This is an optimization exercise on Yosys and OpenROAD, whose aim is small area, a short achievable clock period and few clock cycles, not a production implementation. Only simulation tests tie the RTL to the original design; equivalence was not proved. Power and IR drop assume default switching activity.

==> build 95 <==
==> flow/design.v <==
module nspe_rt (
    input             clk,
    input             rst,           
    input             cmd_valid,
    output            cmd_ready,
    input      [2:0]  cmd_op,
    input      [31:0] cmd_ip,
    input      [31:0] cmd_mask,
    input      [7:0]  cmd_iface,
    input      [31:0] cmd_new_ip,
    input      [2:0]  cmd_sel,       
    input      [15:0] cmd_index,
    output reg        rsp_valid,
    output reg [7:0]  rsp_status,
    output reg        rsp_flag,      
    output reg [7:0]  rsp_iface,
    output reg [3:0]  rsp_index,
    output     [4:0]  rsp_count,
    output reg [31:0] rsp_ip,
    output reg [31:0] rsp_mask,
    output reg        rsp_edited,
    output reg        rsp_deleted
);
    localparam CAP = 16;
    localparam OP_INSERT = 3'd0, OP_EDIT = 3'd1, OP_REMOVE = 3'd2, OP_REGEN = 3'd3,
               OP_CLEAN  = 3'd4, OP_LOOKUP = 3'd5, OP_READ = 3'd6;
    localparam ST_OK = 8'h00, ST_NOT_FOUND = 8'h07, ST_DUPLICATE = 8'h08,
               ST_TABLE_FULL = 8'h09, ST_ILLEGAL = 8'h10;
    function [1:0] fadd(input x, input y, input z);
        fadd = {(x & y) | (x & z) | (y & z), x ^ y ^ z};
    endfunction
    function [3:0] popc15(input [14:0] x);
        reg [1:0] a0, a1, a2, a3, a4, a5, a6, b0, b1, b2, c0;
        begin
            a0 = fadd(x[0], x[1], x[2]);
            a1 = fadd(x[3], x[4], x[5]);
            a2 = fadd(x[6], x[7], x[8]);
            a3 = fadd(x[9], x[10], x[11]);
            a4 = fadd(x[12], x[13], x[14]);
            a5 = fadd(a0[0], a1[0], a2[0]);
            a6 = fadd(a5[0], a3[0], a4[0]);           
            b0 = fadd(a0[1], a1[1], a2[1]);
            b1 = fadd(a3[1], a4[1], a5[1]);
            b2 = fadd(b0[0], b1[0], a6[1]);           
            c0 = fadd(b0[1], b1[1], b2[1]);           
            popc15 = {c0[1], c0[0], b2[0], a6[0]};
        end
    endfunction
    function [4:0] popc16(input [15:0] x);
        reg [3:0] p;
        begin
            p = popc15(x[14:0]);
            popc16 = {1'b0, p} + {4'd0, x[15]};
        end
    endfunction
    function [2:0] popc4(input [3:0] x);
        reg [1:0] a0;
        begin
            a0 = fadd(x[0], x[1], x[2]);
            popc4 = {a0[1] & (a0[0] & x[3]), a0[1] ^ (a0[0] & x[3]), a0[0] ^ x[3]};
        end
    endfunction
    function [5:0] sum8x3(input [23:0] p);
        reg [2:0] a, b, c, d, e, f, g2, h;
        reg [5:0] s1, c1, s2, c2, s3, c3, s4, c4;
        reg [5:0] x0, x1, x2, x3, x4, x5, x6, x7;
        begin
            {h, g2, f, e, d, c, b, a} = p;
            x0 = {3'd0, a}; x1 = {3'd0, b}; x2 = {3'd0, c}; x3 = {3'd0, d};
            x4 = {3'd0, e}; x5 = {3'd0, f}; x6 = {3'd0, g2}; x7 = {3'd0, h};
            s1 = x0 ^ x1 ^ x2; c1 = ((x0 & x1) | (x0 & x2) | (x1 & x2)) << 1;
            s2 = x3 ^ x4 ^ x5; c2 = ((x3 & x4) | (x3 & x5) | (x4 & x5)) << 1;
            s3 = s1 ^ c1 ^ s2; c3 = ((s1 & c1) | (s1 & s2) | (c1 & s2)) << 1;
            s4 = c2 ^ x6 ^ x7; c4 = ((c2 & x6) | (c2 & x7) | (x6 & x7)) << 1;
            s1 = s3 ^ c3 ^ s4; c1 = ((s3 & c3) | (s3 & s4) | (c3 & s4)) << 1;
            s2 = s1 ^ c1 ^ c4; c2 = ((s1 & c1) | (s1 & c4) | (c1 & c4)) << 1;
            sum8x3 = s2 + c2;
        end
    endfunction
    function [1:0] cmp6(input [5:0] a, input [5:0] b);
        reg [5:0] g, e;
        reg g2, e2, g1, e1, g0, e0;
        begin
            g = a & ~b;
            e = ~(a ^ b);
            g2 = g[5] | (e[5] & g[4]); e2 = e[5] & e[4];
            g1 = g[3] | (e[3] & g[2]); e1 = e[3] & e[2];
            g0 = g[1] | (e[1] & g[0]); e0 = e[1] & e[0];
            cmp6 = {g2 | (e2 & g1) | (e2 & e1 & g0), e2 & e1 & e0};
        end
    endfunction
    reg        p_valid;
    reg [2:0]  p_op;
    reg [31:0] p_ip;
    reg [31:0] p_nip;
    reg [31:0] p_mask;
    reg [7:0]  p_if;
    reg [2:0]  p_sel;
    reg [4:0]  p_idx;
    reg        p_idx_big;    
    reg [23:0] p_pc;         
    integer g;
    wire p_two = p_op == OP_EDIT && (p_sel[0] || !p_sel[1]);
    reg  busy;     
    assign cmd_ready = ~busy;
    always @(posedge clk) begin
        p_valid   <= cmd_valid & ~busy & ~rst;
        busy      <= cmd_valid & ~busy & ~rst &
                     (cmd_op == OP_EDIT) & (cmd_sel[0] | ~cmd_sel[1]);
        for (g = 0; g < 8; g = g + 1)
            p_pc[g*3 +: 3] <= popc4(cmd_mask[g*4 +: 4]);
        p_op      <= cmd_op;
        p_ip      <= cmd_ip;
        p_nip     <= cmd_new_ip;
        p_mask    <= cmd_mask;
        p_if      <= cmd_iface;
        p_sel     <= cmd_sel;
        p_idx     <= cmd_index[4:0];
        p_idx_big <= |cmd_index[15:5];
    end
    reg        c_valid;
    reg [2:0]  c_op;
    reg [31:0] c_ip;         
    reg [31:0] c_nip;        
    reg        c_two;        
    reg        c_ph2;        
    reg [31:0] c_mask;
    reg [5:0]  c_len;
    reg [7:0]  c_if;
    reg [2:0]  c_sel;
    reg [4:0]  c_idx;
    reg        c_idx_big;
    wire ph1 = c_valid && c_two && !c_ph2;
    always @(posedge clk) begin
        c_valid <= (ph1 | p_valid) & ~rst;
        c_ph2   <= ph1;
        if (ph1) begin
            if (c_sel[0]) c_ip <= c_nip;
        end else begin
            c_op      <= p_op;
            c_two     <= p_two;
            c_ip      <= p_ip;
            c_nip     <= p_nip;
            c_mask    <= p_mask;
            c_if      <= p_if;
            c_sel     <= p_sel;
            c_idx     <= p_idx;
            c_idx_big <= p_idx_big;
        end
    end
    reg [CAP*32-1:0] t_ip, t_mask;
    reg [CAP*8-1:0]  t_if;
    reg [CAP*6-1:0]  t_len;       
    reg [CAP-1:0]    t_v, t_ed, t_del;
    wire is_ins    = c_valid && c_op == OP_INSERT;
    wire is_edit   = c_valid && c_op == OP_EDIT;
    wire is_rm     = c_valid && c_op == OP_REMOVE;
    wire is_regen  = c_valid && c_op == OP_REGEN;
    wire is_clean  = c_valid && c_op == OP_CLEAN;
    wire [CAP-1:0] mt;      
    wire [CAP-1:0] eqa;     
    wire [CAP-1:0] klt;     
    wire [CAP-1:0] wr;      
    wire       found   = |eqa;
    wire       f_ed    = |(eqa & t_ed);
    wire       f_del   = |(eqa & t_del);
    wire [CAP-1:0] fa  = eqa & ~t_del;
    wire       found_a = |fa;
    reg  [CAP-1:0] f1;
    always @(posedge clk) f1 <= fa;
    wire [CAP-1:0] fe  = c_ph2 ? f1 : fa;
    reg  [5:0] f_len;
    integer q;
    always @* begin
        f_len = 6'd0;
        for (q = 0; q < CAP; q = q + 1)
            f_len = f_len | (fa[q] ? t_len[q*6 +: 6] : 6'd0);
    end
    always @(posedge clk)
        if (ph1) begin
            if (!c_sel[1]) c_len <= f_len;
        end else
            c_len <= sum8x3(p_pc);
    genvar s, t;
    generate
        for (s = 0; s < CAP; s = s + 1) begin : cmp
            wire [31:0] ips = t_ip[s*32 +: 32];
            wire [31:0] x   = c_ip ^ ips;
            wire [5:0]  ls  = t_len[s*6 +: 6];
            assign mt[s]  = t_v[s] & ~t_del[s] & ~|(x & t_mask[s*32 +: 32]);
            assign eqa[s] = t_v[s] & ~|x;
            wire [1:0] lc = cmp6(c_len, ls);
            assign klt[s] = ~t_v[s] | lc[1] | (lc[0] & (c_ip < ips));
        end
    endgenerate
    wire [CAP-1:0] drop = t_v & ~t_ed & ~t_del;
    wire [CAP*CAP-1:0] bf;
    generate
        for (s = 0; s < CAP; s = s + 1) begin : od
            assign bf[s*CAP+s] = 1'b0;
            for (t = s + 1; t < CAP; t = t + 1) begin : op
                reg o;
                always @(posedge clk)
                    if (wr[s])        o <= klt[t];
                    else if (wr[t])   o <= ~klt[s];
                    else if (is_regen && drop[s]) o <= 1'b0;
                    else if (is_regen && drop[t]) o <= 1'b1;
                assign bf[s*CAP+t] = o;
                assign bf[t*CAP+s] = ~o;
            end
        end
    endgenerate
    wire [CAP-1:0] win;
    reg  [3:0]     rk [0:CAP-1];
    generate
        for (s = 0; s < CAP; s = s + 1) begin : rkg
            wire [CAP-1:0] col;
            for (t = 0; t < CAP; t = t + 1) begin : c
                assign col[t] = bf[t*CAP+s];
            end
            wire [CAP-1:0] pv = col;
            wire [14:0] pv15;
            for (t = 0; t < CAP - 1; t = t + 1) begin : p15
                assign pv15[t] = pv[t < s ? t : t + 1];
            end
            always @(posedge clk) rk[s] <= popc15(pv15);
            assign win[s] = mt[s] & ~|(mt & col);
        end
    endgenerate
    reg [CAP-1:0] free1;
    integer u;
    always @* begin
        free1 = 16'd0;
        for (u = CAP - 1; u >= 0; u = u - 1)
            if (!t_v[u]) free1 = 16'd0 | (16'd1 << u);
    end
    wire full = &t_v;
    wire dup  = c_ph2 & c_sel[0] & |(eqa & ~f1);
    wire [CAP-1:0] wd = ({CAP{is_ins}} & free1) |
                        ({CAP{is_ins}} & eqa & ~t_ed & ~t_del) |
                        ({CAP{is_edit & ~ph1 & ~dup}} & fe);
    assign wr = ({CAP{is_ins & ~found & ~full}} & free1) |
                ({CAP{is_ins}} & eqa & ~t_ed & ~t_del) |
                ({CAP{is_edit & ~ph1 & ~dup}} & fe);
    wire we_ip   = is_ins | c_sel[0];
    wire we_mask = is_ins | c_sel[1];
    wire we_if   = is_ins | c_sel[2];
    wire [CAP-1:0] keep = t_v & (t_ed | t_del);
    reg           o_valid;
    reg [7:0]     o_status;
    reg           o_flag;
    reg           o_read;
    reg           o_big;
    reg [3:0]     o_idx;
    reg [CAP-1:0] o_win;
    integer i;
    always @(posedge clk) begin
        for (i = 0; i < CAP; i = i + 1) begin
            if (wd[i]) begin
                if (we_ip)   t_ip[i*32 +: 32]   <= c_ip;
                if (we_mask) t_mask[i*32 +: 32] <= c_mask;
                if (we_mask) t_len[i*6 +: 6]    <= c_len;
                if (we_if)   t_if[i*8 +: 8]     <= c_if;
                t_ed[i]  <= is_edit;
                t_del[i] <= 1'b0;
            end
            if (is_rm && fa[i]) t_del[i] <= 1'b1;
        end
        if (rst || is_clean) t_v <= 16'd0;
        else if (is_regen)   t_v <= keep;
        else                 t_v <= t_v | wr;
        o_valid  <= c_valid & ~ph1 & ~rst;
        o_flag   <= 1'b0;
        o_status <= ST_OK;
        case (c_op)
        OP_INSERT: begin
            if (!found && full) o_status <= ST_TABLE_FULL;
            o_flag <= ~found | (~f_ed & ~f_del);
        end
        OP_EDIT:   if (!(|fe)) o_status <= ST_NOT_FOUND;
                   else if (dup) o_status <= ST_DUPLICATE;
        OP_REMOVE: if (!found_a) o_status <= ST_NOT_FOUND;
        OP_LOOKUP: o_flag <= |mt;
        OP_READ:   ;
        OP_REGEN, OP_CLEAN: ;
        default:   o_status <= ST_ILLEGAL;
        endcase
        o_read <= (c_op == OP_READ);
        o_big  <= c_idx_big | c_idx[4];
        o_idx  <= c_idx[3:0];
        o_win  <= win;
    end
    reg [CAP-1:0] rsel;
    reg [31:0] r_ip, r_mask;
    reg [7:0]  r_if;
    reg [3:0]  r_rank;
    reg        r_ed, r_del;
    integer r;
    always @* begin
        for (r = 0; r < CAP; r = r + 1)
            rsel[r] = o_read ? (t_v[r] && rk[r] == o_idx) : o_win[r];
        r_ip = 32'd0; r_mask = 32'd0; r_if = 8'd0; r_rank = 4'd0; r_ed = 1'b0; r_del = 1'b0;
        for (r = 0; r < CAP; r = r + 1) begin
            r_ip   = r_ip   | (rsel[r] ? t_ip[r*32 +: 32]   : 32'd0);
            r_mask = r_mask | (rsel[r] ? t_mask[r*32 +: 32] : 32'd0);
            r_if   = r_if   | (rsel[r] ? t_if[r*8 +: 8]     : 8'd0);
            r_rank = r_rank | (rsel[r] ? rk[r]              : 4'd0);
            r_ed   = r_ed   | (rsel[r] & t_ed[r]);
            r_del  = r_del  | (rsel[r] & t_del[r]);
        end
    end
    reg [4:0] rsp_cnt;
    assign rsp_count = rsp_cnt;
    always @(posedge clk) begin
        rsp_valid   <= o_valid & ~rst;
        rsp_status  <= (o_read && (o_big || !(|rsel))) ? ST_NOT_FOUND : o_status;
        rsp_flag    <= o_flag;
        rsp_cnt     <= popc16(t_v);
        rsp_iface   <= r_if;
        rsp_index   <= r_rank;
        rsp_ip      <= r_ip;
        rsp_mask    <= r_mask;
        rsp_edited  <= r_ed;
        rsp_deleted <= r_del;
    end
endmodule
==> flow/flow/run.sh <==
#!/bin/bash
set -euo pipefail
cd "$(dirname "$0")/.."
bash standard.sh SETUP_SLACK_MARGIN=6.6 finish > flow_make.log 2>&1
==> flow/standard.sh <==
#!/bin/bash
# synth_recipe.tcl (not shown) runs the flow's synth.tcl, then flattens the netlist and writes it again
# the make line also repeats each setting of config.mk as NAME=value (left out here)
make -C /OpenROAD-flow-scripts/flow DESIGN_CONFIG=/design/flow/config.mk WORK_HOME=/design/flow/orfs CLKGATE_MAP_FILE= SYNTH_SCRIPT=/design/flow/synth_recipe.tcl "${@:-finish}"
==> flow/config.mk <==
export PLATFORM = sky130hd
export DESIGN_NAME = nspe_rt
export DESIGN_NICKNAME = nspe_rt
export VERILOG_FILES = /design/flow/design.v
export SDC_FILE = /design/flow/constraint.sdc
export NUM_CORES = 4
export LEC_CHECK = 0
export CAP_MARGIN = 35
export CORE_MARGIN = 2
export CORE_UTILIZATION = 45
export PLACE_DENSITY = 0.6
export SETUP_SLACK_MARGIN = 5
export SLEW_MARGIN = 35
export TNS_END_PERCENT = 5
==> flow/constraint.sdc <==
create_clock -name core_clock -period 10.0 [get_ports {clk}]
set_input_delay 2.0000 -clock core_clock [delete_from_list [all_inputs] [get_ports {clk}]]
set_output_delay 2.0000 -clock core_clock [all_outputs]
set_load 0.01 [all_outputs]
==> trial 79: changes against build 95 <==
--- a/flow/design.v
+++ b/flow/design.v
@@ -54,26 +54,10 @@
         end
     endfunction
-    function [2:0] popc4(input [3:0] x);
-        reg [1:0] a0;
+    function [5:0] popc32(input [31:0] x);
+        reg [3:0] h0, h1;
         begin
-            a0 = fadd(x[0], x[1], x[2]);
-            popc4 = {a0[1] & (a0[0] & x[3]), a0[1] ^ (a0[0] & x[3]), a0[0] ^ x[3]};
-        end
-    endfunction
-    function [5:0] sum8x3(input [23:0] p);
-        reg [2:0] a, b, c, d, e, f, g2, h;
-        reg [5:0] s1, c1, s2, c2, s3, c3, s4, c4;
-        reg [5:0] x0, x1, x2, x3, x4, x5, x6, x7;
-        begin
-            {h, g2, f, e, d, c, b, a} = p;
-            x0 = {3'd0, a}; x1 = {3'd0, b}; x2 = {3'd0, c}; x3 = {3'd0, d};
-            x4 = {3'd0, e}; x5 = {3'd0, f}; x6 = {3'd0, g2}; x7 = {3'd0, h};
-            s1 = x0 ^ x1 ^ x2; c1 = ((x0 & x1) | (x0 & x2) | (x1 & x2)) << 1;
-            s2 = x3 ^ x4 ^ x5; c2 = ((x3 & x4) | (x3 & x5) | (x4 & x5)) << 1;
-            s3 = s1 ^ c1 ^ s2; c3 = ((s1 & c1) | (s1 & s2) | (c1 & s2)) << 1;
-            s4 = c2 ^ x6 ^ x7; c4 = ((c2 & x6) | (c2 & x7) | (x6 & x7)) << 1;
-            s1 = s3 ^ c3 ^ s4; c1 = ((s3 & c3) | (s3 & s4) | (c3 & s4)) << 1;
-            s2 = s1 ^ c1 ^ c4; c2 = ((s1 & c1) | (s1 & c4) | (c1 & c4)) << 1;
-            sum8x3 = s2 + c2;
+            h0 = popc15(x[14:0]);
+            h1 = popc15(x[29:15]);
+            popc32 = ({2'd0, h0} + {2'd0, h1}) + ({5'd0, x[30]} + {5'd0, x[31]});
         end
     endfunction
@@ -99,15 +83,8 @@
     reg [4:0]  p_idx;
     reg        p_idx_big;    
-    reg [23:0] p_pc;         
-    integer g;
     wire p_two = p_op == OP_EDIT && (p_sel[0] || !p_sel[1]);
-    reg  busy;     
-    assign cmd_ready = ~busy;
+    assign cmd_ready = ~(p_valid && p_two);
     always @(posedge clk) begin
-        p_valid   <= cmd_valid & ~busy & ~rst;
-        busy      <= cmd_valid & ~busy & ~rst &
-                     (cmd_op == OP_EDIT) & (cmd_sel[0] | ~cmd_sel[1]);
-        for (g = 0; g < 8; g = g + 1)
-            p_pc[g*3 +: 3] <= popc4(cmd_mask[g*4 +: 4]);
+        p_valid   <= cmd_valid & cmd_ready & ~rst;
         p_op      <= cmd_op;
         p_ip      <= cmd_ip;
@@ -181,5 +158,5 @@
             if (!c_sel[1]) c_len <= f_len;
         end else
-            c_len <= sum8x3(p_pc);
+            c_len <= popc32(p_mask);
     genvar s, t;
     generate
@@ -237,7 +214,4 @@
     wire full = &t_v;
     wire dup  = c_ph2 & c_sel[0] & |(eqa & ~f1);
-    wire [CAP-1:0] wd = ({CAP{is_ins}} & free1) |
-                        ({CAP{is_ins}} & eqa & ~t_ed & ~t_del) |
-                        ({CAP{is_edit & ~ph1 & ~dup}} & fe);
     assign wr = ({CAP{is_ins & ~found & ~full}} & free1) |
                 ({CAP{is_ins}} & eqa & ~t_ed & ~t_del) |
@@ -257,5 +231,5 @@
     always @(posedge clk) begin
         for (i = 0; i < CAP; i = i + 1) begin
-            if (wd[i]) begin
+            if (wr[i]) begin
                 if (we_ip)   t_ip[i*32 +: 32]   <= c_ip;
                 if (we_mask) t_mask[i*32 +: 32] <= c_mask;
Settings changed: CAP_MARGIN 35 to 20, SLEW_MARGIN 35 to 20.
==> summary of the runs <==
Between build 95 and trial 79, the lower clock power is in trial 79 (gap about 2%, measured against trial 79). Between build 95 and trial 79, the lower first-iteration DRC count is in trial 79 (gap 5.4%, measured against trial 79). In build 95 the final cell count is larger than in trial 79, by 2.0%. Between build 95 and trial 79, the lower combinational power is in trial 79 (gap about 5%, measured against trial 79). Between trial 79 and build 95, the lower die area is in trial 79 (gap 1.3%, measured against build 95). Build 95 ran to the end with no violations. Trial 79 reached the layout checks and failed them: max-slew violations. Of build 95 and trial 79, trial 79 has the higher register-to-register slack (gap 0.31 ns). Flip-flop and latch count: trial 79 is lower than build 95 (25). Against trial 79, the worst setup slack of build 95 is worse by 0.31 ns.
==> figures <==
| quantity | build 95 | trial 79 |
|---|---|---|
| Avg Cell Area, Syn | 11.9 µm² | 12.0 µm² |
| Share of total power in the clock network | 0.429 | 0.427 |
| Final layout net count | 9538 | 9329 |
| Signal arrival time at the worst endpoint | 5.61 ns | 5.39 ns |
| Post-synthesis instance area | 93500 µm² | 92300 µm² |
| Synthesis-to-layout area growth | 22.9% | 23.0% |
| Run status | complete, no violations | finished with violations |
| Layout check failures | - | max-slew violations |
| Highest ir drop seen on vdd | 0.218 mV | 0.347 mV |
| Setup skew after layout | 0.0819 ns | 0.0781 ns |
| DP Wirelength | 444 mm | 431 mm |
| First-pass GRT wire length | 759 mm | 745 mm |
| Sequential share of power | 0.454 | 0.459 |
| Worst setup slack after layout | 5.08 ns | 5.39 ns |
| Number of flip-flops and latches in the synthesized netlist | 1880 | 1855 |
| Max stage delay on crit path | 0.69 ns | 1.07 ns |
| Post-synthesis simple-gate area fraction | 0.0779 | 0.0804 |
| Placed inst area | 102000 µm² | 99600 µm² |
| Non-clock buffer instance count of the final layout | 774 | 768 |
Testbench counts of build 95, summed over its fixed seeds: cycles 5,001.
Testbench counts of trial 79, summed over its fixed seeds: cycles 5,001.

[re-timing with driven ports]
In the flow no input, the clock included, has a driving cell. The finished layouts below were timed again as built, in two steps.
Step 1 assumes that a clkbuf_16 drives the clock port and a buf_2 every other input.
Step 2 adds t to the input delays and takes it off the output delays; t is the mean of the earliest and latest rising clock arrival at the registers after step 1. Input paths then give back, and output paths get back, about the clock's delay inside the block.
a / b / c = ideal ports / drivers / drivers and shift; a / b = the first two.
run | t (ns) | slack for setup (ns) | latest minus earliest clock arrival (ns) | worst register clock-pin slew, ns | worst slew at a driven data input, ns
build 95 | 1.009 | 5.081 / 5.081 / 5.081 | 0.082 / 0.082 | 0.07 / 0.07 | 0.17
trial 79 | 1.031 | 5.392 / 5.392 / 5.392 | 0.078 / 0.078 | 0.07 / 0.07 | 0.13
